From an optimization exercise on the open Yosys and OpenROAD flow, aimed at a short achievable clock period and few clock cycles; shortcuts taken in it are not production practice. No run shown here included a check of the RTL's function; only the layout flow was run. Power figures rest on the tool's default switching activity, not on a simulated workload.

--- design/flow/run.sh ---
#!/bin/bash
# synth_recipe.tcl (not shown) runs the flow's synth.tcl, then flattens the netlist and writes it again
# the make line also repeats each setting of config.mk as NAME=value (left out here)
make -C /OpenROAD-flow-scripts/flow DESIGN_CONFIG=/design/flow/config.mk WORK_HOME=/design/flow/orfs CLKGATE_MAP_FILE= SYNTH_SCRIPT=/design/flow/synth_recipe.tcl finish
--- design/flow/config.mk ---
export PLATFORM = sky130hd
export DESIGN_NAME = snappy_dec
export DESIGN_NICKNAME = snappy_dec
export VERILOG_FILES = /design/flow/design.v
export SDC_FILE = /design/flow/constraint.sdc
export NUM_CORES = 4
export LEC_CHECK = 0
export ABC_CLOCK_PERIOD_IN_PS = 3000
export CAP_MARGIN = 20
export CORE_MARGIN = 2
export CORE_UTILIZATION = 40
export SETUP_SLACK_MARGIN = 5
export SLEW_MARGIN = 20
--- design/flow/constraint.sdc ---
create_clock -name core_clock -period 10.0 [get_ports {clk}]
set_input_delay 2.0000 -clock core_clock [delete_from_list [all_inputs] [get_ports {clk}]]
set_output_delay 2.0000 -clock core_clock [all_outputs]
set_load 0.01 [all_outputs]
--- design/flow/design.v ---
module snappy_dec (
    input  wire        clk,
    input  wire        rst,
    input  wire        start,
    input  wire [15:0] src_len,
    input  wire [15:0] dst_cap,
    output wire        busy,
    output reg         done,
    output reg  [7:0]  fault,
    output reg  [31:0] result,
    output reg  [31:0] info0,
    output reg  [31:0] info1,
    output reg         in_re,
    output reg  [15:0] in_addr,
    input  wire [7:0]  in_rdata,
    output reg         out_re,
    output reg  [15:0] out_raddr,
    input  wire [7:0]  out_rdata,
    output reg         out_we,
    output reg  [15:0] out_waddr,
    output reg  [7:0]  out_wdata
);
    localparam [7:0] F_NONE      = 8'h00;
    localparam [7:0] F_VARINT    = 8'h01;
    localparam [7:0] F_COPY_OFF  = 8'h02;
    localparam [7:0] F_LEN_MISM  = 8'h03;
    localparam [7:0] F_TRUNC     = 8'h04;
    localparam [7:0] F_OVERRUN   = 8'h05;
    localparam [7:0] F_DST_SMALL = 8'h21;
    localparam [1:0] M_MEM = 2'd0, M_H1 = 2'd1, M_H2 = 2'd2;
    reg        st_hdr;        
    reg        st_decl;       
    reg        st_tag;        
    reg        st_trl;        
    reg        st_lchk;       
    reg        st_pay;        
    reg        st_end;        
    reg        st_flt;        
    reg        upd;           
    reg        upd_sl;        
    reg        upd_c;         
    reg        upd_l;         
    reg        busy_q;
    reg [15:0] src_len_q;
    reg [15:0] dst_cap_q;
    assign busy = busy_q;
    wire go = start & ~busy_q;
    reg        fin;           
    reg        fin_ok;
    reg  [15:0] na;           
    reg         rd_pend;      
    reg         fetch_en;
    reg  [7:0]  iq [0:3];
    reg  [1:0]  iq_wp, iq_rp;
    reg  [2:0]  iq_cnt;
    reg  [7:0]  hb;           
    reg         hv;           
    reg         pop;          
    wire [2:0]  iq_use = iq_cnt + {2'd0, hv} + {2'd0, in_re} + {2'd0, rd_pend};
    wire        issue = fetch_en && (iq_use < 3'd4) && (na != src_len_q);
    wire        h_take = !hv || pop;
    wire        iq_v = (iq_cnt != 3'd0);
    wire        iq_pop  = h_take && iq_v;
    wire        iq_push = rd_pend && !(h_take && !iq_v);
    always @(posedge clk) begin
        if (rst) begin
            in_re   <= 1'b0;
            in_addr <= 16'd0;
            na      <= 16'd0;
            rd_pend <= 1'b0;
            iq_wp   <= 2'd0;
            iq_rp   <= 2'd0;
            iq_cnt  <= 3'd0;
            hv      <= 1'b0;
        end else begin
            rd_pend <= in_re;
            if (!busy_q || fin) begin
                in_re   <= go & ~fin;
                in_addr <= 16'd0;
                na      <= (go & ~fin) ? 16'd1 : 16'd0;
            end else begin
                in_re <= issue;
                if (issue) begin
                    in_addr <= na;
                    na      <= na + 16'd1;
                end
            end
            if (fin) begin
                iq_wp  <= 2'd0;
                iq_rp  <= 2'd0;
                iq_cnt <= 3'd0;
                hv     <= 1'b0;
            end else begin
                if (iq_push) iq_wp <= iq_wp + 2'd1;
                if (iq_pop)  iq_rp <= iq_rp + 2'd1;
                iq_cnt <= iq_cnt + {2'd0, iq_push} - {2'd0, iq_pop};
                if (h_take) hv <= iq_v || rd_pend;
            end
        end
    end
    always @(posedge clk) begin
        if (iq_push) iq[iq_wp] <= in_rdata;
        if (h_take) hb <= iq_v ? iq[iq_rp] : in_rdata;
    end
    reg         cq_lit  [0:7];
    reg  [1:0]  cq_mode [0:7];
    reg  [15:0] cq_len  [0:7];
    reg  [15:0] cq_src  [0:7];
    reg         cq_one  [0:7];
    reg  [2:0]  cq_wp, cq_rp;
    reg  [3:0]  cq_cnt;
    wire        cq_full  = cq_cnt[3];
    wire        cq_v     = (cq_cnt != 4'd0);
    reg         cq_push;
    reg         cq_pop;
    reg  [7:0]  lq [0:15];
    reg  [3:0]  lq_wp, lq_rp;
    reg  [4:0]  lq_cnt;
    wire        lq_full = lq_cnt[4];
    wire        lq_v    = (lq_cnt != 5'd0);
    reg         lq_push;
    reg         lq_pop;
    always @(posedge clk) begin
        if (rst || fin) begin
            cq_wp <= 3'd0; cq_rp <= 3'd0; cq_cnt <= 4'd0;
            lq_wp <= 4'd0; lq_rp <= 4'd0; lq_cnt <= 5'd0;
        end else begin
            if (cq_push) cq_wp <= cq_wp + 3'd1;
            if (cq_pop)  cq_rp <= cq_rp + 3'd1;
            cq_cnt <= cq_cnt + {3'd0, cq_push} - {3'd0, cq_pop};
            if (lq_push) lq_wp <= lq_wp + 4'd1;
            if (lq_pop)  lq_rp <= lq_rp + 4'd1;
            lq_cnt <= lq_cnt + {4'd0, lq_push} - {4'd0, lq_pop};
        end
    end
    reg  [16:0] rem;          
    reg         rem_z;        
    reg  [31:0] decl;         
    reg  [2:0]  vn;           
    reg  [16:0] P;            
    reg  [16:0] Pold;         
    reg  [16:0] room;         
    reg  [7:0]  tag;
    reg  [2:0]  tcnt;         
    reg  [2:0]  tidx;         
    reg  [31:0] trl;
    reg  [16:0] pay;          
    reg  [16:0] alen;         
    reg         alen1;        
    reg  [7:0]  hbyte;        
    reg  [7:0]  f_code;
    reg  [1:0]  f_i0;         
    reg  [1:0]  f_i1;         
    wire [1:0]  hk  = hb[1:0];
    wire [5:0]  hu  = hb[7:2];
    reg  [2:0]  h_tcnt;
    always @(*) begin
        case (hk)
            2'b00:   h_tcnt = (hu >= 6'd60) ? ({1'b0, hu[1:0]} + 3'd1) : 3'd0;
            2'b01:   h_tcnt = 3'd1;
            2'b10:   h_tcnt = 3'd2;
            default: h_tcnt = 3'd4;
        endcase
    end
    wire        h_short = (hk == 2'b00) && (hu < 6'd60);
    wire [6:0]  h_len   = (hk == 2'b01) ? {4'd0, hu[2:0]} + 7'd4 : {1'b0, hu} + 7'd1;
    wire        h_f04t = (rem[16:3] == 14'd0) && (h_tcnt >= rem[2:0]);
    wire        t_f04 = (alen > rem);
    wire        t_f05 = (alen > room);
    wire        c_t1  = (tag[1:0] == 2'b01);
    wire [31:0] c_off = c_t1 ? {21'd0, tag[7:5], trl[7:0]} : trl;
    wire        c_f02 = (c_off == 32'd0) || (c_off > {15'd0, P});
    wire        t_bad = (upd_sl && t_f04) || (upd_c && c_f02) || t_f05;
    wire        l_f04 = (trl >= {15'd0, rem});
    reg  [31:0] vbits;
    always @(*) begin
        case (vn)
            3'd0:    vbits = {25'd0, hb[6:0]};
            3'd1:    vbits = {18'd0, hb[6:0], 7'd0};
            3'd2:    vbits = {11'd0, hb[6:0], 14'd0};
            3'd3:    vbits = {4'd0, hb[6:0], 21'd0};
            default: vbits = {hb[3:0], 28'd0};
        endcase
    end
    reg         cur_v;
    reg         s1_v;
    reg         s2_v;
    wire        exec_idle = !cur_v && !cq_v && !s1_v && !s2_v;
    always @(*) begin
        pop     = hv && ((st_hdr && !rem_z) || (st_tag && !rem_z && !cq_full) || (st_trl && !cq_full)
                         || (st_pay && !lq_full));
        cq_push = upd && !t_bad;
        lq_push = st_pay && pop;
        fin     = (st_end && exec_idle) || (st_flt && !in_re && !rd_pend);
        fin_ok  = st_end;
    end
    always @(posedge clk) begin
        if (!cq_full) begin
            cq_lit[cq_wp]  <= !upd_c;
            cq_mode[cq_wp] <= (c_off[15:0] == 16'd1) ? M_H1 : (c_off[15:0] == 16'd2) ? M_H2 : M_MEM;
            cq_len[cq_wp]  <= alen[15:0];
            cq_src[cq_wp]  <= P[15:0] - c_off[15:0];
            cq_one[cq_wp]  <= alen1;
        end
        if (!lq_full)
            lq[lq_wp]      <= hb;
    end
    always @(posedge clk) begin
        if (rst) begin
            st_hdr <= 1'b0; st_decl <= 1'b0; st_tag <= 1'b0; st_trl <= 1'b0;
            st_lchk <= 1'b0; st_pay <= 1'b0; st_end <= 1'b0; st_flt <= 1'b0;
            upd <= 1'b0; upd_sl <= 1'b0; upd_c <= 1'b0; upd_l <= 1'b0;
            fetch_en <= 1'b0;
            busy_q <= 1'b0;
            rem    <= 17'd0;
            rem_z  <= 1'b1;
            decl   <= 32'd0;
            vn     <= 3'd0;
            P      <= 17'd0;
            Pold   <= 17'd0;
            room   <= 17'd0;
            tag    <= 8'd0;
            tcnt   <= 3'd0;
            tidx   <= 3'd0;
            trl    <= 32'd0;
            pay    <= 17'd0;
            alen   <= 17'd0;
            alen1  <= 1'b0;
            hbyte  <= 8'd0;
            f_code <= 8'd0;
            f_i0   <= 2'd0;
            f_i1   <= 2'd0;
            src_len_q <= 16'd0;
            dst_cap_q <= 16'd0;
        end else begin
            upd <= 1'b0; upd_sl <= 1'b0; upd_c <= 1'b0; upd_l <= 1'b0;
            if (!busy_q) begin
                src_len_q <= src_len;
                dst_cap_q <= dst_cap;
                rem       <= {1'b0, src_len};
                rem_z     <= (src_len == 16'd0);
                decl      <= 32'd0;
                vn        <= 3'd0;
                P         <= 17'd0;
                Pold      <= 17'd0;
                if (go) begin
                    busy_q   <= 1'b1;
                    st_hdr   <= 1'b1;
                    fetch_en <= 1'b1;
                end
            end else if (fin) begin
                busy_q   <= 1'b0;
                st_end   <= 1'b0;
                st_flt   <= 1'b0;
                fetch_en <= 1'b0;
            end else begin
                if (pop) begin
                    rem   <= rem - 17'd1;
                    rem_z <= (rem == 17'd1);
                end
                if (upd) begin
                    Pold <= P;
                    P    <= P + alen;
                    room <= room - alen;
                end
                if (upd && t_bad) begin
                    st_tag <= 1'b0; st_pay <= 1'b0;
                    st_flt <= 1'b1; fetch_en <= 1'b0;
                    f_i0   <= (upd_c && c_f02) ? 2'd3 : 2'd2;
                    if (upd_sl && t_f04) begin
                        f_code <= F_TRUNC;    f_i1 <= 2'd2;
                    end else if (upd_c && c_f02) begin
                        f_code <= F_COPY_OFF; f_i1 <= 2'd2;
                    end else begin
                        f_code <= F_OVERRUN;  f_i1 <= 2'd3;
                    end
                end else begin
                    if (upd_c) st_tag <= 1'b1;
                    if (upd_l) st_pay <= 1'b1;
                    if (st_hdr) begin
                        if (rem_z) begin
                            st_hdr <= 1'b0; st_flt <= 1'b1; fetch_en <= 1'b0;
                            f_code <= F_TRUNC; f_i0 <= 2'd0; f_i1 <= 2'd0;
                        end else if (hv) begin
                            decl  <= decl | vbits;
                            vn    <= vn + 3'd1;
                            hbyte <= hb;
                            if (!hb[7]) begin
                                st_hdr <= 1'b0; st_decl <= 1'b1;
                            end else if (vn == 3'd4) begin
                                st_hdr <= 1'b0; st_flt <= 1'b1; fetch_en <= 1'b0;
                                f_code <= F_VARINT; f_i0 <= 2'd1; f_i1 <= 2'd0;
                            end
                        end
                    end
                    if (st_decl) begin
                        room    <= decl[16:0];
                        st_decl <= 1'b0;
                        if (decl > {16'd0, dst_cap_q}) begin
                            st_flt <= 1'b1; fetch_en <= 1'b0;
                            f_code <= F_DST_SMALL; f_i0 <= 2'd2; f_i1 <= 2'd1;
                        end else
                            st_tag <= 1'b1;
                    end
                    if (st_tag) begin
                        if (rem_z) begin
                            st_tag <= 1'b0; fetch_en <= 1'b0;
                            if (room == 17'd0)
                                st_end <= 1'b1;
                            else begin
                                st_flt <= 1'b1;
                                f_code <= F_LEN_MISM; f_i0 <= 2'd2; f_i1 <= 2'd3;
                            end
                        end else if (pop) begin
                            st_tag <= 1'b0;
                            tag    <= hb;
                            tcnt   <= h_tcnt;
                            tidx   <= 3'd0;
                            trl    <= 32'd0;
                            pay    <= {11'd0, hu};
                            alen   <= {10'd0, h_len};
                            alen1  <= (h_len == 7'd1);
                            if (h_f04t) begin
                                st_flt <= 1'b1; fetch_en <= 1'b0;
                                f_code <= F_TRUNC; f_i0 <= 2'd2; f_i1 <= 2'd3;
                            end else if (h_short) begin
                                st_pay <= 1'b1;
                                upd    <= 1'b1;
                                upd_sl <= 1'b1;
                            end else
                                st_trl <= 1'b1;
                        end
                    end
                    if (st_trl && pop) begin
                        case (tidx)
                            3'd0:    trl[7:0]   <= hb;
                            3'd1:    trl[15:8]  <= hb;
                            3'd2:    trl[23:16] <= hb;
                            default: trl[31:24] <= hb;
                        endcase
                        tidx <= tidx + 3'd1;
                        if (tidx + 3'd1 == tcnt) begin
                            st_trl <= 1'b0;
                            if (tag[1:0] == 2'b00)
                                st_lchk <= 1'b1;
                            else begin
                                upd   <= 1'b1;
                                upd_c <= 1'b1;
                            end
                        end
                    end
                    if (st_lchk) begin
                        alen  <= trl[16:0] + 17'd1;
                        alen1 <= (trl[16:0] == 17'd0);
                        pay   <= trl[16:0];
                        if (l_f04) begin
                            st_lchk <= 1'b0; st_flt <= 1'b1; fetch_en <= 1'b0;
                            f_code <= F_TRUNC; f_i0 <= 2'd2; f_i1 <= 2'd3;
                        end else if (!cq_full) begin
                            st_lchk <= 1'b0;
                            upd     <= 1'b1;
                            upd_l   <= 1'b1;
                        end
                    end
                    if (st_pay && pop) begin
                        pay <= pay - 17'd1;
                        if (pay == 17'd0) begin
                            st_pay <= 1'b0;
                            st_tag <= 1'b1;
                        end
                    end
                end
            end
        end
    end
    always @(posedge clk) begin
        if (rst) begin
            done   <= 1'b0;
            fault  <= 8'd0;
            result <= 32'd0;
            info0  <= 32'd0;
            info1  <= 32'd0;
        end else begin
            done <= fin;
            if (fin) begin
                if (fin_ok) begin
                    fault  <= F_NONE;
                    result <= decl;
                    info0  <= 32'd0;
                    info1  <= 32'd0;
                end else begin
                    fault  <= f_code;
                    result <= 32'd0;
                    case (f_i0)
                        2'd0:    info0 <= 32'd0;
                        2'd1:    info0 <= {24'd0, hbyte};
                        2'd2:    info0 <= decl;
                        default: info0 <= c_off;
                    endcase
                    case (f_i1)
                        2'd0:    info1 <= 32'd0;
                        2'd1:    info1 <= {16'd0, dst_cap_q};
                        2'd2:    info1 <= {15'd0, Pold};
                        default: info1 <= {15'd0, P};
                    endcase
                end
            end
        end
    end
    reg         cur_lit;
    reg  [1:0]  cur_mode;
    reg  [15:0] cur_cnt;
    reg         cur_last;
    reg  [15:0] cur_src;
    wire        x_iss  = cur_v && (!cur_lit || lq_v);
    wire        x_free = !cur_v || (x_iss && cur_last);
    wire        x_ld   = x_free && cq_v;
    always @(*) begin
        cq_pop = x_ld;
        lq_pop = x_iss && cur_lit;
    end
    reg  [1:0]  s1_sel;       
    reg  [7:0]  s1_b;
    reg  [1:0]  s2_sel;
    reg  [7:0]  s2_b;
    reg  [7:0]  hist2;
    reg  [15:0] wa;           
    always @(posedge clk) begin
        if (rst || fin) begin
            cur_v    <= 1'b0;
            cur_lit  <= 1'b0;
            cur_mode <= 2'd0;
            cur_cnt  <= 16'd0;
            cur_last <= 1'b0;
            cur_src  <= 16'd0;
            s1_v     <= 1'b0;
            s2_v     <= 1'b0;
            out_re   <= 1'b0;
            out_we   <= 1'b0;
            wa       <= 16'd0;
        end else begin
            if (x_ld) begin
                cur_v    <= 1'b1;
                cur_lit  <= cq_lit[cq_rp];
                cur_mode <= cq_mode[cq_rp];
                cur_cnt  <= cq_len[cq_rp];
                cur_last <= cq_one[cq_rp];
                cur_src  <= cq_src[cq_rp];
            end else if (x_iss) begin
                cur_cnt  <= cur_cnt - 16'd1;
                cur_last <= (cur_cnt == 16'd2);
                cur_src  <= cur_src + 16'd1;
                if (cur_last) cur_v <= 1'b0;
            end
            s1_v   <= x_iss;
            out_re <= x_iss && !cur_lit && (cur_mode == M_MEM);
            s2_v   <= s1_v;
            out_we <= s2_v;
            if (s2_v) wa <= wa + 16'd1;
        end
    end
    always @(posedge clk) begin
        out_raddr <= cur_src;
        s1_sel    <= cur_lit ? 2'd3 : cur_mode;
        s1_b      <= lq[lq_rp];
        s2_sel    <= s1_sel;
        s2_b      <= s1_b;
        if (s2_v) begin
            out_waddr <= wa;
            hist2     <= out_wdata;
            case (s2_sel)
                2'd0:    out_wdata <= out_rdata;
                2'd1:    out_wdata <= out_wdata;
                2'd2:    out_wdata <= hist2;
                default: out_wdata <= s2_b;
            endcase
        end
    end
endmodule
==> summary.txt, run 1 <==
status -> no timing/DRC/antenna violations
ys flop type -> dfxtp_1
GR peak layer -> met2
Achievable Freq -> 209 MHz
Via Count -> 30400
# port buffers -> 200
initial drt markers -> 2484
n_diodes -> 0
# IOs -> 216
gr usage total -> 21.2%
first-pass GRT wire length -> 183000 um
share of layout cells above drive strength 1 -> 11.1%
Yosys reg bits -> 989
area grow syn2layout -> 16.4%
vias in the first global route -> 29400
final worst-path cycle share -> 47.9%
met3 global-route usage -> 3.45%
MaxCap Viol Count -> 0
Req. time, crit path -> 10.58 ns
initial antenna violation count -> 0
Die Height -> 335 um
most frequent cells after synthesis -> dfxtp_1, edfxtp_1, nor2_1, nand2_1, ha_1
met1 GRT Util -> 30.0%
# setup viols final -> 0
Yosys top cell by area -> edfxtp_1
Routed WL -> 121000 um
count leader, synth -> dfxtp_1
final hold vios -> 0
EDFF count, synth -> 488
ys async rst share -> 0%
Synth Cell Area -> 0.0439 mm^2
Die ar. -> 0.112 mm^2
Initial Util -> 40.3%
Hold Path Class -> register to register
Pre-Repair DR Iteration Count -> 6
WL/cell -> 22.3 um
top-area cell type share of the netlist area -> 33.4%
relative slew slack -> 28.1%
clk sink count -> 989
Cell Rows -> 121
Critical Path AT -> 5.37 ns
Gate Count Post-Synth -> 3739
pin count of the biggest net entering global routing -> 82
Setup Skew -> 0.0196 ns
Least-Margin Pin Slew -> 1.07 ns
register area share after synthesis -> 56.3%
Setup TNS -> 0 ns
Synth Warn # -> 1
Startpoint Class -> register
RePlAce Congestion -> 0.917
mean post-synth cell area -> 11.7 um^2
# DRC -> 0
GR met2 Demand/Resource -> 33.2%
CTS clock-pin slew for the worst setup and hold paths -> 0.06 ns
RSZ-0062 raised after global routing -> false
P_leak -> 17.5 nW
fin crit period -> 4.79 ns
crit end category -> register
# Post-CTS Setup Buffers -> 0
post-synth cell types -> 82
GRT Residual Overflow -> 0
crit path kind -> register to register
TritonCTS clock tree -> built
CTS Root Cell -> clkbuf_16
Core Region -> 0.109 mm^2
CTS H-tree depth -> 3
max-slew violations -> 0
antenna violation net count after detailed routing -> 0
critical path fanouts, max -> 73
clk buf depth -> 3
CTS buffer count -> 103
Synth area leaders -> edfxtp_1, dfxtp_1, mux4_2
Die Width -> 335 um
Skew-Pair Late Insertion Delay -> 0.69 ns
final core occ -> 46.9%
DP Wirelength -> 80000 um
maximum vdd drop -> 0.154 mV
P per Cell Area -> 217 mW/mm^2
final net count -> 4131
Vias/cell -> 5.62
## metrics by stage
step | hold WS, ns | setup slack [ns] | power, W | instances | instance area, um^2
6_report | 0.328 | 5.21 | 0.0111 | 5410 | 51100
3_5_place_dp | 0.312 | 4.71 | 0.00702 | 5214 | 47300
2_1_floorplan | 0.310 | 5.56 | 0.00629 | 3753 | 43900
5_1_grt | 0.340 | 5.01 | 0.0115 | 5410 | 51100
4_1_cts | 0.330 | 5.11 | 0.0112 | 5410 | 51000
3_3_place_gp | 0.314 | 4.81 | 0.00699 | 5214 | 47300
## what timing repair did
action,in CTS,in global routing
gates cloned,1,0
pin swaps,1,0
setup endpoints to repair,45,43
resized for setup,1,1
hold buffers,0,0
## final cells by class
class	count	area, um^2
Inverter	159	597
Fill cell	9767	57800
Clock buffer	128	2780
Sequential cell	989	24700
Tap cell	1414	1770
Timing Repair Buffer	272	2540
Multi-Input combinational cell	2381	17800
Clock inverter	67	900
## final timing paths
| check | start | cells past startpoint | slack (ns) | endpoint |
|---|---|---|---|---|
| worst max-delay path | tag[1] | 13 | 5.21 | trl[23] |
| worst min-delay path | s1_b[0] | 0 | 0.33 | s2_b[0] |
| worst max register to register | tag[1] | 13 | 5.21 | trl[23] |
| worst min register to register | s1_b[0] | 0 | 0.33 | s2_b[0] |
## metal layers
layer,share of wire (%),vias to the layer above
met5,0,-
met4,3.2,0
met3,6.5,218
met2,45,1130
met1,45,14800
li1,-,14200
## layout by cell type, fill, tap and decap left out, drive strengths merged, types with 120 or more instances in the layout
master and instances:
clkbuf 128, o21ai 147, nor2 328, nand2 314, mux4 120, edfxtp 488, inv 167, a21oi 157
ha 167, dfxtp 501, clkdlybuf4s50 199
## power breakdown
| group | switching [W] | leakage, nW | total (W) | internal [W] |
|---|---|---|---|---|
| clock | 0.00167 | 1.79 | 0.00413 | 0.00246 |
| sequential | 0.000237 | 8.46 | 0.00486 | 0.00463 |
| combinational | 0.00120 | 7.27 | 0.00207 | 0.000868 |
## kinds of logic (layout without fill, tap and decap cells)
logic type | after synthesis | in the layout | share of synthesized area, %
and+or+nand+nor | 1034 | 1034 | 10.9
buffers and inverters | 384 | 626 | 3.53
adders and majority gates | 174 | 174 | 5.08
DFF | 989 | 989 | 56.3
xor gates and xnor gates | 161 | 161 | 3.22
muxes | 255 | 255 | 9.31
AOI/OAI and AO/OA | 741 | 742 | 11.6
other | 1 | 15 | 0.00855
## worst max-delay path, stage by stage, from the launching register on
cell and delay [ns]:
dfxtp_1 0.36, nand2b_2 0.34, mux2i_1 0.37, inv_1 0.09, ha_1 0.38, nand4_1 0.17
nor2_1 0.06, a2111o_1 0.36, a211o_1 0.25, a221o_2 0.47, o21ai_4 0.48, buf_6 0.53
a31oi_1 0.41, a32o_1 0.33
## flip-flops by register name, summed over array words and instances (netlist names), 17 cells and up, named ones only
register  count
cq_len      128
cq_src      128
lq          128
decl         32
info0        32
iq           32
result       32
trl          32
P            17
Pold         17
alen         17
info1        17
pay          17
rem          17
room         17
==> run 2, diff against run 1 <==
==> design/flow/flow/run.sh (new file) <==
#!/bin/bash
set -euo pipefail
bash standard.sh SETUP_SLACK_MARGIN=6.8 finish > flow_make.log 2>&1
==> design/flow/standard.sh (new file) <==
#!/bin/bash
# synth_recipe.tcl (not shown) runs the flow's synth.tcl, then flattens the netlist and writes it again
# the make line also repeats each setting of config.mk as NAME=value (left out here)
make -C /OpenROAD-flow-scripts/flow DESIGN_CONFIG=/design/flow/config.mk WORK_HOME=/design/flow/orfs CLKGATE_MAP_FILE= SYNTH_SCRIPT=/design/flow/synth_recipe.tcl "${@:-finish}"
--- a/design/flow/config.mk
+++ b/design/flow/config.mk
@@ -10,4 +10,3 @@
 export CORE_MARGIN = 2
 export CORE_UTILIZATION = 40
-export SETUP_SLACK_MARGIN = 5
 export SLEW_MARGIN = 20
removed: design/flow/run.sh
==> run 2 against run 1 <==
Effect of this change:
- clock power fell by 5.6%
- largest cell class unchanged
- clock skew increased by 0.027 ns
- synthesized area is the same
- first-iteration DRC count rose by 13%
- final area increased by 4.8%
- still clean
- flip-flop and latch count unchanged
- register-to-register slack improved by 0.75 ns
- wire length increased by 6.1%
- utilization is 2.3 points higher
- die area unchanged
- cell count grew 2.1%
- combinational power increased by 3%
==> summary.txt, run 2 <==
status -> no timing/DRC/antenna violations
# IOs -> 216
initial drt markers -> 2798
delay of the slowest cell on the worst path -> 0.62 ns
GRT Residual Overflow -> 0
# port buffers -> 200
CTS clock-pin slew for the worst setup and hold paths -> 0.06 ns
initial antenna violation count -> 0
Vias/cell -> 5.66
Req. time, crit path -> 10.53 ns
# setup viols final -> 0
fin crit period -> 4.03 ns
Largest regs -> cq_len: 128 flops, cq_src: 128 flops, lq: 128 flops
Synth Cell Area -> 0.0439 mm^2
Synth Warn # -> 1
cell chain of the critical path -> and2_4 -> ha_4 -> nand4_1 -> nor2_1 -> a2111o_1 -> a211o_1 -> a221o_2 -> buf_4 -> buf_6 -> buf_12 -> o21ai_4 -> buf_6 -> buf_12 -> buf_16 -> buf_8 -> o211a_1 -> a221oi_1
count leader, synth -> dfxtp_1
post-route cell area -> 0.0535 mm^2
vias in the first global route -> 30900
Die Height -> 335 um
WL/cell -> 23.2 um
FF-to-FF setup slack -> 5.97 ns
Reg area -> 0.0249 mm^2
Cell Rows -> 121
pin count of the biggest net entering global routing -> 84
ys flop type -> dfxtp_1
P_leak -> 18.8 nW
CTS H-tree depth -> 3
Startpoint Class -> register
CP max-delay cell -> dfxtp_1
clk buf depth -> 3
first-pass GRT wire length -> 193000 um
CTS Root Cell -> clkbuf_16
RSZ-0062 raised after global routing -> true
most frequent cells in the layout -> edfxtp_1, dfxtp_1, nor2_1
register area share after synthesis -> 56.3%
Yosys top cell by area -> edfxtp_1
Critical Path AT -> 4.56 ns
Worst Reg-to-Reg Cells -> 17
ys async rst share -> 0%
share of layout cells above drive strength 1 -> 24.3%
relative slew slack -> 29.3%
final net count -> 4240
Routed WL -> 128000 um
most common cell after layout, fill and taps aside -> edfxtp_1
Gate Count Post-Synth -> 3739
most frequent cells after synthesis -> dfxtp_1, edfxtp_1, nor2_1, nand2_1, ha_1
Hold Path Class -> register to register
Yosys reg bits -> 989
Setup Skew -> 0.0462 ns
top-area cell type share of the netlist area -> 33.4%
Via Count -> 31300
FF-to-FF Start -> trl[12]
Hold Startpoint -> s1_b[3]
clk sink count -> 989
DP Wirelength -> 80900 um
Die Width -> 335 um
Die ar. -> 0.112 mm^2
delay-heaviest family, CP -> compound AO/OA/AOI/OAI gates
Skew-Pair Late Insertion Delay -> 0.71 ns
antenna violation net count after detailed routing -> 0
multi-input logic area -> 0.0192 mm^2
Pre-Repair DR Iteration Count -> 5
reg-to-reg endpoint -> f_code[2]
critical path fanouts, max -> 8
TritonCTS clock tree -> built
MaxCap Viol Count -> 0
Setup TNS -> 0 ns
Post-DP Area -> 0.0478 mm^2
Synth area leaders -> edfxtp_1, dfxtp_1, mux4_2
crit path kind -> register to register
CTS buffer count -> 105
Least-Margin Pin Slew -> 1.05 ns
Achievable Freq -> 248 MHz
fillcell total -> 9537
P per Cell Area -> 204 mW/mm^2
hold path endpoint -> s2_b[3]
# hold bufs at CTS -> 0
post-synth cell types -> 82
RePlAce Congestion -> 0.899
EDFF count, synth -> 488
max-slew violations -> 0
final hold vios -> 0
maximum vdd drop -> 0.170 mV
area grow syn2layout -> 22.1%
gr usage total -> 22.4%
final worst-path cycle share -> 40.3%
Hold Path Stages -> 0
Core Region -> 0.109 mm^2
crit end category -> register
mean post-synth cell area -> 11.7 um^2
# DRC -> 0
crit path buf inv count -> 7
final core occ -> 49.2%
Initial Util -> 40.3%
-- run 2: cell counts after synthesis --
No cell type changed its count.
-- run 2: layer usage --
metal | track usage [%] | part of all wire [%]
met1 | 30.6 | 43
met2 | 35.0 | 45
met3 | 3.98 | 7.2
met4 | 9.39 | 4.5
met5 | 0 | 0
-- run 2: cells by family (layout without fill, tap and decap cells) --
group | after synthesis | count (layout) | synth area share [%]
XOR/XNOR | 161 | 161 | 3.22
AND/OR/NAND/NOR | 1034 | 1036 | 10.9
flip-flops | 989 | 989 | 56.3
AO/OA/AOI/OAI | 741 | 743 | 11.6
buffers and inverters | 384 | 733 | 3.53
adder cells (fa/ha/maj) | 174 | 174 | 5.08
multiplexers | 255 | 255 | 9.31
other | 1 | 19 | 0.00855
-- run 2: worst max path at each step --
stage	depth (start not counted)	slack, ns	start	to
4_1_cts	17	6.11	tag[1]	cq_cnt[1]
3_5_place_dp	12	4.77	tag[1]	trl[15]
6_report	17	5.97	trl[12]	f_code[2]
5_1_grt	17	5.93	tag[1]	cq_cnt[1]
2_1_floorplan	18	6.16	tag[1]	cq_cnt[1]
3_3_place_gp	7	4.89	rst	P[15]
-- run 2: per-stage QoR --
step / total power (W) / instances / worst slack (ns) / hold slack, ns
2_1_floorplan: 0.00632 / 3753 / 6.16 / 0.310
3_3_place_gp: 0.00702 / 5210 / 4.89 / 0.311
3_5_place_dp: 0.00704 / 5210 / 4.77 / 0.314
4_1_cts: 0.0109 / 5500 / 6.11 / 0.328
5_1_grt: 0.0114 / 5520 / 5.93 / 0.341
6_report: 0.0109 / 5524 / 5.97 / 0.327
-- run 2: power by group --
group	internal (W)	switching [W]
clock	0.00222	0.00168
combinational	0.000890	0.00125
sequential	0.00463	0.000235
-- run 2: timing repair --
item                       4_1_cts  5_1_grt
gates cloned                    19        3
buffers inserted                73       17
setup endpoints to repair      563      395
gates resized for setup        898      134
pin swaps                       70       60
-- run 2: area by class of cell --
type	instances	area share [%]
flip-flops and latches	989	46.5
multi-input cells	2384	35.8
repair buffers	376	6.78
clock buffers	136	5.35
well taps	1414	3.31
inverters	159	1.17
clock inverters	62	1.11
diodes	4	0.0187
-- run 2: worst reg2reg max path: stages (launching register included) --
cell and delay [ns]:
dfxtp_1 0.62, and2_4 0.28, ha_4 0.23, nand4_1 0.20, nor2_1 0.08, a2111o_1 0.37, a211o_1 0.25, a221o_2 0.41
buf_4 0.17, buf_6 0.12, buf_12 0.12, o21ai_4 0.22, buf_6 0.16, buf_12 0.11, buf_16 0.13, buf_8 0.14
o211a_1 0.17, a221oi_1 0.07
==> run 3, diff against run 2 <==
--- a/design/flow/design.v
+++ b/design/flow/design.v
@@ -103,13 +103,13 @@
         if (h_take) hb <= iq_v ? iq[iq_rp] : in_rdata;
     end
-    reg         cq_lit  [0:7];
-    reg  [1:0]  cq_mode [0:7];
-    reg  [15:0] cq_len  [0:7];
-    reg  [15:0] cq_src  [0:7];
-    reg         cq_one  [0:7];
-    reg  [2:0]  cq_wp, cq_rp;
-    reg  [3:0]  cq_cnt;
-    wire        cq_full  = cq_cnt[3];
-    wire        cq_v     = (cq_cnt != 4'd0);
+    reg         cq_lit  [0:3];
+    reg  [1:0]  cq_mode [0:3];
+    reg  [15:0] cq_len  [0:3];
+    reg  [15:0] cq_src  [0:3];
+    reg         cq_one  [0:3];
+    reg  [1:0]  cq_wp, cq_rp;
+    reg  [2:0]  cq_cnt;
+    wire        cq_full  = cq_cnt[2];
+    wire        cq_v     = (cq_cnt != 0);
     reg         cq_push;
     reg         cq_pop;
@@ -118,18 +118,18 @@
     reg  [4:0]  lq_cnt;
     wire        lq_full = lq_cnt[4];
-    wire        lq_v    = (lq_cnt != 5'd0);
+    wire        lq_v    = (lq_cnt != 0);
     reg         lq_push;
     reg         lq_pop;
     always @(posedge clk) begin
         if (rst || fin) begin
-            cq_wp <= 3'd0; cq_rp <= 3'd0; cq_cnt <= 4'd0;
-            lq_wp <= 4'd0; lq_rp <= 4'd0; lq_cnt <= 5'd0;
+            cq_wp <= 0; cq_rp <= 0; cq_cnt <= 0;
+            lq_wp <= 0; lq_rp <= 0; lq_cnt <= 0;
         end else begin
-            if (cq_push) cq_wp <= cq_wp + 3'd1;
-            if (cq_pop)  cq_rp <= cq_rp + 3'd1;
-            cq_cnt <= cq_cnt + {3'd0, cq_push} - {3'd0, cq_pop};
-            if (lq_push) lq_wp <= lq_wp + 4'd1;
-            if (lq_pop)  lq_rp <= lq_rp + 4'd1;
-            lq_cnt <= lq_cnt + {4'd0, lq_push} - {4'd0, lq_pop};
+            if (cq_push) cq_wp <= cq_wp + 1'd1;
+            if (cq_pop)  cq_rp <= cq_rp + 1'd1;
+            cq_cnt <= cq_cnt + cq_push - cq_pop;
+            if (lq_push) lq_wp <= lq_wp + 1'd1;
+            if (lq_pop)  lq_rp <= lq_rp + 1'd1;
+            lq_cnt <= lq_cnt + lq_push - lq_pop;
         end
     end
@@ -168,6 +168,5 @@
     wire        t_f04 = (alen > rem);
     wire        t_f05 = (alen > room);
-    wire        c_t1  = (tag[1:0] == 2'b01);
-    wire [31:0] c_off = c_t1 ? {21'd0, tag[7:5], trl[7:0]} : trl;
+    wire [31:0] c_off = trl;    
     wire        c_f02 = (c_off == 32'd0) || (c_off > {15'd0, P});
     wire        t_bad = (upd_sl && t_f04) || (upd_c && c_f02) || t_f05;
@@ -264,16 +263,5 @@
                     room <= room - alen;
                 end
-                if (upd && t_bad) begin
-                    st_tag <= 1'b0; st_pay <= 1'b0;
-                    st_flt <= 1'b1; fetch_en <= 1'b0;
-                    f_i0   <= (upd_c && c_f02) ? 2'd3 : 2'd2;
-                    if (upd_sl && t_f04) begin
-                        f_code <= F_TRUNC;    f_i1 <= 2'd2;
-                    end else if (upd_c && c_f02) begin
-                        f_code <= F_COPY_OFF; f_i1 <= 2'd2;
-                    end else begin
-                        f_code <= F_OVERRUN;  f_i1 <= 2'd3;
-                    end
-                end else begin
+                begin
                     if (upd_c) st_tag <= 1'b1;
                     if (upd_l) st_pay <= 1'b1;
@@ -317,5 +305,5 @@
                             tcnt   <= h_tcnt;
                             tidx   <= 3'd0;
-                            trl    <= 32'd0;
+                            trl    <= (hk == 2'b01) ? {21'd0, hb[7:5], 8'd0} : 32'd0;
                             pay    <= {11'd0, hu};
                             alen   <= {10'd0, h_len};
@@ -371,4 +359,16 @@
                     end
                 end
+                if (upd && t_bad) begin
+                    st_tag <= 1'b0; st_pay <= 1'b0;
+                    st_flt <= 1'b1; fetch_en <= 1'b0;
+                    f_i0   <= (upd_c && c_f02) ? 2'd3 : 2'd2;
+                    if (upd_sl && t_f04) begin
+                        f_code <= F_TRUNC;    f_i1 <= 2'd2;
+                    end else if (upd_c && c_f02) begin
+                        f_code <= F_COPY_OFF; f_i1 <= 2'd2;
+                    end else begin
+                        f_code <= F_OVERRUN;  f_i1 <= 2'd3;
+                    end
+                end
             end
         end
==> run 3 against run 2 <==
Effect of this change:
- via count decreased by 15%
- flip-flop and latch count decreased by 151
- utilization decreased by 0.99 points
- global-route usage decreased by 1.1 points
- total power decreased by 14%
- worst hold slack got worse by 0.0025 ns
==> summary.txt, run 3 <==
MaxCap Viol Count -> 0
# IOs -> 216
P_leak -> 16.4 nW
Req. time, crit path -> 10.50 ns
Hold Startpoint -> s1_b[1]
Setup Skew -> 0.0231 ns
Synth Warn # -> 1
P per Cell Area -> 209 mW/mm^2
relative slew slack -> 26.7%
ys async rst share -> 0%
final hold vios -> 0
Clk pwr share -> 37.5%
Achievable Freq -> 284 MHz
Via Count -> 26700
clk sink count -> 838
status -> no timing/DRC/antenna violations
GRT Residual Overflow -> 0
CTS H-tree depth -> 3
# setup viols final -> 0
number of flip-flops in the largest register -> 128
largest reg by FF count -> lq
Initial Util -> 40.2%
pin count of the biggest net entering global routing -> 85
switch share -> 27.8%
crit path kind -> register to register
Int Power -> 0.00676 W
Synth area leaders -> edfxtp_1, dfxtp_1, ha_1
final core occ -> 48.2%
Routed WL -> 103000 um
reg-to-reg endpoint -> cq_cnt[2]
CTS buffer count -> 92
Setup TNS -> 0 ns
initial drt markers -> 2077
first-pass GRT wire length -> 157000 um
Die Width -> 310 um
RePlAce Congestion -> 0.863
Worst Reg-to-Reg Cells -> 16
max-slew violations -> 0
Skew-Pair Late Insertion Delay -> 0.67 ns
most common cell after layout, fill and taps aside -> nor2_1
WL/cell -> 20.6 um
post-synth cell types -> 71
start point of the critical path -> trl[14]
fin crit period -> 3.52 ns
TritonCTS clock tree -> built
Yosys top cell by area -> edfxtp_1
top-area cell type share of the netlist area -> 27.7%
DP Wirelength -> 68000 um
FF-to-FF setup slack -> 6.48 ns
CTS Root Cell -> clkbuf_16
EDFF count, synth -> 344
Least-Margin Pin Slew -> 1.09 ns
crit path capture -> cq_cnt[2]
Startpoint Class -> register
share of layout cells above drive strength 1 -> 21.0%
Core Region -> 0.0929 mm^2
mean post-synth cell area -> 11.0 um^2
most frequent cells in the layout -> nor2_1, dfxtp_1, edfxtp_1
Hold Path Class -> register to register
critical path fanouts, max -> 7
n_diodes -> 0
Reg power frac -> 44.2%
# DRC -> 0
combinational share of power -> 18.3%
Cell Rows -> 112
CTS clock-pin slew for the worst setup and hold paths -> 0.06 ns
FF-to-FF Start -> trl[14]
ys flop type -> dfxtp_1
Place WS -> 5.73 ns
Synth Cell Area -> 0.0373 mm^2
Gate Count Post-Synth -> 3410
RSZ-0062 raised after global routing -> true
maximum vdd drop -> 0.141 mV
Critical Path AT -> 4.03 ns
gr usage total -> 21.3%
# hold bufs at CTS -> 0
most frequent cells after synthesis -> dfxtp_1, nor2_1, edfxtp_1, nand2_1, a21oi_1
Switching Power -> 0.00261 W
Setup WS post-layout -> 6.48 ns
Die Height -> 310 um
register area share after synthesis -> 54.1%
initial antenna violation count -> 0
crit end category -> register
antenna violation net count after detailed routing -> 0
Yosys reg bits -> 838
area grow syn2layout -> 19.9%
clk buf depth -> 3
vias in the first global route -> 26000
final worst-path cycle share -> 35.2%
count leader, synth -> dfxtp_1
Pre-Repair DR Iteration Count -> 5
Die ar. -> 0.0958 mm^2
final net count -> 3892
# port buffers -> 200
Vias/cell -> 5.33
Largest regs -> lq: 128 flops, cq_len: 64 flops, cq_src: 64 flops
-- run 3: what timing repair did --
item	CTS	global route
cloned	1	0
setup endpoints to repair	292	146
gates resized for setup	757	116
pin swaps	21	25
buffers inserted	54	35
-- run 3: how the worst min path moves through the flow --
stage,endpoint,cells after the start
floorplan,s2_b[0],0
global placement,s2_b[6],0
detailed placement,s2_b[1],0
CTS,s2_b[2],0
global route,s2_b[1],0
finish,s2_b[1],0
-- run 3: kinds of logic after synthesis --
kind of cell / synth area share, %
multiplexers: 8.82
buffers and inverters: 3.76
AO/OA/AOI/OAI: 11.4
flip-flops: 54.1
AND/OR/NAND/NOR: 12.3
other: 0.0100
adder cells (fa/ha/maj): 5.94
XOR/XNOR: 3.66
-- run 3: final cells by class --
type / count / area [um^2]
clock buffers: 129 / 2690
clock inverters: 43 / 485
fillers: 8412 / 48100
inverters: 155 / 587
multi-input cells: 2233 / 16400
flip-flops and latches: 838 / 20400
well taps: 1254 / 1570
repair buffers: 348 / 2600
-- run 3: per-stage QoR --
step	instances	hold WS (ns)	total power, W	area (um^2)
after floorplan	3424	0.310	0.00530	37600
after global placement	4738	0.312	0.00589	40900
after detailed placement	4738	0.312	0.00591	40900
after CTS	4965	0.325	0.00944	44100
after global routing	5000	0.329	0.00979	44800
final	5000	0.325	0.00937	44800
-- run 3: worst max-delay path: stages (launching register included) --
cell,delay (ns)
dfxtp_4,0.34
buf_8,0.14
ha_4,0.27
and4_4,0.22
nand4_1,0.19
o21a_1,0.24
o31a_1,0.26
a21oi_4,0.18
nand4_1,0.20
ha_1,0.32
inv_1,0.06
ha_2,0.16
inv_2,0.04
fa_2,0.37
xnor2_2,0.17
xnor2_1,0.13
nor2_1,0.05
-- run 3: metal layers --
| metal | up-vias | global-route usage (%) | part of all wire, % |
|---|---|---|---|
| met3 | 191 | 3.37 | 5.8 |
| met5 | - | 0 | 0 |
| met4 | 0 | 7.39 | 3.5 |
| met2 | 839 | 34.5 | 46 |
| met1 | 12800 | 29.0 | 44 |
| li1 | 12800 | - | - |
-- run 3: power by group through the flow --
stage / Combinational [W] / Sequential (W) / Clock, W
6_report: 0.00172 / 0.00414 / 0.00351
5_1_grt: 0.00188 / 0.00419 / 0.00372
4_1_cts: 0.00170 / 0.00415 / 0.00359
3_5_place_dp: 0.00167 / 0.00424 / 0
3_3_place_gp: 0.00165 / 0.00424 / 0
2_1_floorplan: 0.00109 / 0.00421 / 0

## afterwards: timing with drivers on the ports
No port has a modelled driver above. Below, the same layouts with a new extraction and two added sets of constraints. Step 1: set_driving_cell puts a clkbuf_16 on clk and a buf_2 on each other input, an assumption about the parent block. Step 2 adds t to the input delays and takes it off the output delays; t is the mean of the earliest and latest rising clock arrival at the registers after step 1. Input paths then give back, and output paths get back, about the clock's delay inside the block. Slacks: no drivers / after step 1 / after step 2; pairs: no drivers / after step 1.
run	shift t [ns]	setup slack, ns	worst setup path at the end	pins driven straight from the clock port
run 1	0.762	5.213 / 5.213 / 5.213	register to register	1
run 2	0.761	5.968 / 5.968 / 5.935	input to register	1
run 3	0.723	6.477 / 6.477 / 6.187	input to register	1
After both steps setup and hold are still met in every run listed. For run 3, which loses most, drivers alone change the setup slack by 0.000 ns; drivers and shift together by -0.290 ns.
